This is an optimization exercise on Yosys and OpenROAD, whose aim is small area, a short achievable clock period and few clock cycles, not a production implementation. Function was checked by simulation only, so behaviour that the tests miss may differ from the original.

Setup of P:
## qpsk_isb
module qpsk_isb (
    input  wire        clk,
    input  wire        rst,
    input  wire        cmd_valid,
    output wire        cmd_ready,
    input  wire [7:0]  cmd_op,
    input  wire [15:0] cmd_a0,
    input  wire [15:0] cmd_a1,
    output reg         rsp_valid,
    output reg         rsp_fault,
    output reg  [2:0]  rsp_cause,
    output reg  [15:0] rsp_r0,
    output reg  [15:0] rsp_r1
);
Settings: LEC_CHECK=0, CAP_MARGIN=20, CORE_MARGIN=2, CORE_UTILIZATION=40, CTS_CLUSTER_DIAMETER=160, CTS_CLUSTER_SIZE=24, SLEW_MARGIN=20, SYNTH_MEMORY_MAX_BITS=131072; clock period 13.0 ns.
standard.sh (not shown) runs the stock make flow with config.mk's settings and CLKGATE_MAP_FILE= SYNTH_SCRIPT=/design/flow/synth_recipe.tcl, a recipe that flattens the netlist after the stock synthesis.
==> flow/flow/run.sh <==
#!/bin/bash
# Layout: the standard flow (standard.sh, which runs ORFS from synthesis
# to the final layout at the design's clock period and constraints), with
# ORFS's timing repair (after floorplan, clock-tree synthesis and global
# routing) asked to leave a setup margin of 9.3 ns, and to work on every
# endpoint. The make output goes to standard_flow.log; ORFS keeps each
# step's log under orfs/logs/.
set -euo pipefail
bash standard.sh SETUP_SLACK_MARGIN=9.3 TNS_END_PERCENT=100 finish > standard_flow.log 2>&1
Testbench counts of P, summed over its fixed seeds: cycles 8,138.
### P -> T
--- a/flow/design.v
+++ b/flow/design.v
@@ -1222,35 +1222,47 @@
             configured <= 1'b1;
             t_len      <= c_a0[4:0];
             wp         <= 4'd0;
         end else if (do_push) begin
             wp <= ({1'b0, wp} == t_len - 5'd1) ? 4'd0 : wp + 4'd1;
         end
     end
     wire [3:0] p_s  = cu_ps;
     wire [3:0] p_b  = cu_pg;
     wire       by2  = (cu_t == 2'd0) && w2_v;
     wire       by3  = (cu_t != 2'd2) && w3_v;
+    function [15:0] sel16;
+        input [16*TMAX-1:0] dl;
+        input [3:0]  p;
+        reg   [15:0] oh;
+        integer      n;
+        begin
+            oh    = 16'd1 << p;
+            sel16 = 16'd0;
+            for (n = 0; n < TMAX; n = n + 1)
+                sel16 = sel16 | (dl[16*n +: 16] & {16{oh[n]}});
+        end
+    endfunction
     function [15:0] rd;
         input [16*TMAX-1:0] dl;
         input [3:0]  p;
         input        b2, b3;
         input [3:0]  p2, p3;
         input [15:0] d2, d3;
         begin
             if (b2 && p2 == p)
                 rd = d2;
             else if (b3 && p3 == p)
                 rd = d3;
             else
-                rd = dl[16*p +: 16];
+                rd = sel16(dl, p);
         end
     endfunction
     reg [15:0] ri_s, ri_b, rq_s, rq_b;
     reg [9:0]  r_ms;
     reg [14:0] r_mb;
     reg        r_ngs;
     reg        r_v, r_first, r_last;
     wire [9:0]  ms;
     wire [14:0] mb;
     isb_taps u_taps (.jj(cu_jj), .qq(cu_qq), .ms(ms), .mb(mb));
     wire ng_s = cu_ngs;
## What came out
- T finished every stage and its layout cleared the timing, DRC and antenna checks.
- In the flow results for P and T, the sequential fraction of the synthesis area is larger on T.
- Changes observed in T relative to P: count of instances resized after the clock tree is built now smaller; post-CTS setup repair buffer count now smaller; iteration count of the initial detailed-routing pass now smaller; flip-flop and latch share of the layout cell area now larger; worst-case clock buffer depth comparable.
- Delta(multi-input combinational cell count, T - P) > 0
- The clock skew in T sits 0.016 ns above the value recorded for P.
- Changes observed in T relative to P: number of global-route vias before repair rose 1883; total grt overflow now sits at about the same level.
- On post-route minimum period: T sits above P.
- The run showing the smaller met3 track utilization from global routing is P.
Testbench counts of T, summed over its fixed seeds: cycles 8,138.

---

qpsk_isb, a different RTL version from the one above (not shown whole).
For scale: ~81 I/O pins, ~77000 µm² of cells after synthesis.
Settings: LEC_CHECK=0, CAP_MARGIN=20, CORE_MARGIN=2, CORE_UTILIZATION=40, SLEW_MARGIN=20, SYNTH_MEMORY_MAX_BITS=131072; clock period 13.0 ns.
run.sh (not shown) runs the stock make flow with config.mk's settings and CLKGATE_MAP_FILE= SYNTH_SCRIPT=/design/flow/synth_recipe.tcl, a recipe that flattens the netlist after the stock synthesis.
Stock flow here: none of the scripts above is used.
Testbench counts at the start, summed over its fixed seeds: cycles 8,138.
Next try:
--- a/flow/design.v
+++ b/flow/design.v
@@ -1164,52 +1164,68 @@
         input [4:0] t;
         begin
             pinc = (({1'b0, p} + 5'd1) == t) ? 4'd0 : p + 4'd1;
         end
     endfunction
     wire go_new  = do_interp && cu_free;          
     wire go_wait = do_interp && !cu_free;         
+    reg [1:0] n_q;
+    reg [3:0] n_pa, n_pb;
+    reg       n_flip;
+    always @(*) begin
+        if (cu_free) begin
+            n_q    = nx_v ? nx_q    : q0;
+            n_pa   = nx_v ? nx_pa   : pa0;
+            n_pb   = nx_v ? nx_pb   : pb0;
+            n_flip = nx_v ? nx_flip : flip;
+        end else begin
+            n_q    = cu_q + 2'd1;
+            n_pa   = (cu_q == 2'd3) ? cu_b0 : pinc(cu_pa, t_len);
+            n_pb   = (cu_q == 2'd3) ? cu_b4 : pinc(cu_pb, t_len);
+            n_flip = cu_flip;
+        end
+    end
+    reg [3:0] cu_ps, cu_pg;              
+    reg [1:0] cu_qq;                     
+    reg       cu_ngs;                    
     always @(posedge clk) begin
         if (rst) begin
             cu_act <= 1'b0;
             nx_v   <= 1'b0;
         end else begin
             if (cu_free)
                 cu_act <= nx_v || go_new;
             if (go_wait)
                 nx_v <= 1'b1;
             else if (cu_free)
                 nx_v <= 1'b0;
         end
+        cu_q    <= n_q;
+        cu_pa   <= n_pa;
+        cu_pb   <= n_pb;
+        cu_flip <= n_flip;
+        cu_ps   <= n_q[1] ? n_pb : n_pa;
+        cu_pg   <= n_q[1] ? n_pa : n_pb;
+        cu_qq   <= n_flip ? ~n_q : n_q;
+        cu_ngs  <= (n_q == 2'd0) || (n_q == 2'd3);
         if (cu_free) begin
             cu_r <= 2'd0;
             if (nx_v) begin
-                cu_q    <= nx_q;
-                cu_pa   <= nx_pa;
-                cu_pb   <= nx_pb;
                 cu_b0   <= nx_b0;
                 cu_b4   <= nx_b4;
                 cu_jj   <= nx_jj;
-                cu_flip <= nx_flip;
                 cu_t    <= nx_t;
             end else begin
-                cu_q    <= q0;
-                cu_pa   <= pa0;
-                cu_pb   <= pb0;
                 cu_b0   <= b0;
                 cu_b4   <= b4;
                 cu_jj   <= jj0;
-                cu_flip <= flip;
                 cu_t    <= 2'd0;
             end
         end else begin
             cu_r  <= cu_r + 2'd1;
-            cu_q  <= cu_q + 2'd1;
-            cu_pa <= (cu_q == 2'd3) ? cu_b0 : pinc(cu_pa, t_len);
-            cu_pb <= (cu_q == 2'd3) ? cu_b4 : pinc(cu_pb, t_len);
             cu_t  <= (cu_t == 2'd2) ? 2'd2 : cu_t + 2'd1;
         end
         if (!nx_v) begin
             nx_q    <= q0;
             nx_pa   <= pa0;
             nx_pb   <= pb0;
             nx_b0   <= b0;
@@ -1259,17 +1275,16 @@
             configured <= 1'b1;
             t_len      <= c_a0[4:0];
             wp         <= 4'd0;
         end else if (do_push) begin
             wp <= ({1'b0, wp} == t_len - 5'd1) ? 4'd0 : wp + 4'd1;
         end
     end
-    wire       sm_a = (cu_q[1] == 1'b0);         
-    wire [3:0] p_s  = sm_a ? cu_pa : cu_pb;
-    wire [3:0] p_b  = sm_a ? cu_pb : cu_pa;
+    wire [3:0] p_s  = cu_ps;
+    wire [3:0] p_b  = cu_pg;
     wire       by2  = (cu_t == 2'd0) && w2_v;
     wire       by3  = (cu_t != 2'd2) && w3_v;
     function [15:0] rd;
         input [16*TMAX-1:0] dl;
         input [3:0]  p;
         input        b2, b3;
         input [3:0]  p2, p3;
@@ -1284,19 +1299,18 @@
         end
     endfunction
     reg [15:0] ri_s, ri_b, rq_s, rq_b;
     reg [9:0]  r_ms;
     reg [14:0] r_mb;
     reg        r_ngs;
     reg        r_v, r_first, r_last;
-    wire [1:0] qq = cu_flip ? ~cu_q : cu_q;
     wire [9:0]  ms;
     wire [14:0] mb;
-    isb_taps u_taps (.jj(cu_jj), .qq(qq), .ms(ms), .mb(mb));
-    wire ng_s = (cu_q == 2'd0) || (cu_q == 2'd3);
+    isb_taps u_taps (.jj(cu_jj), .qq(cu_qq), .ms(ms), .mb(mb));
+    wire ng_s = cu_ngs;
     wire [5:0] ds_one, ds_two, ds_neg;
     wire [7:0] db_one, db_two, db_neg;
     isb_benc_s u_bs (.m(r_ms), .ng(r_ngs),  .one(ds_one), .two(ds_two), .neg(ds_neg));
     isb_benc_b u_bb (.m(r_mb), .ng(!r_ngs), .one(db_one), .two(db_two), .neg(db_neg));
     reg [15:0] xi_s, xi_b, xq_s, xq_b;
     reg [5:0]  s_one, s_two, s_neg;
     reg [7:0]  b_one, b_two, b_neg;
Effect:
- The changed run ran to the end with no violations
- non-clock buffer count decreases by 5
- synthesized area decreases slightly
- global-route usage increases by 0.11 points
- wire length decreases slightly
- design area decreases slightly
- worst setup slack is better by 0.051 ns
- sequential share of layout area increases by 0.50 points
- die area decreases slightly
- fmax increases slightly
- first-iteration DRC count decreases by a few percent
- register-to-register slack is better by 0.05 ns
Testbench counts after the change, summed over its fixed seeds: cycles 8,138.

-- port drivers added, routing unchanged --
Ports are ideal in the flow. The routed layouts listed here were re-timed in OpenROAD.
Step 1 sets driving cells, clkbuf_16 on the clock port and buf_2 on the other inputs (assumed; they add their load-dependent delay and slew).
Step 2 adds t to the input delays and takes it off the output delays; t is the mean of the earliest and latest rising clock arrival at the registers after step 1. Input paths then give back, and output paths get back, about the clock's delay inside the block.
Slacks: ideal / step 1 / step 2; pairs: ideal / step 1.
run | shift t [ns] | setup slack, ns | worst setup path at the end | clock arrival spread, ns | pins driven straight from the clock port
P | 0.795 | 9.204 / 9.118 / 8.663 | input to register | 0.039 / 0.039 | 1
T | 0.812 | 9.165 / 9.083 / 8.760 | input to register | 0.054 / 0.054 | 1
the first run of note 2 | 0.857 | 8.139 / 8.139 / 8.139 | register to register | 0.071 / 0.071 | 1
the second run of note 2 | 0.859 | 8.191 / 8.191 / 8.191 | register to register | 0.061 / 0.061 | 1
After both steps every run listed still meets setup and hold. For P, which loses most, drivers alone change the setup slack by -0.086 ns; drivers and shift together by -0.541 ns.
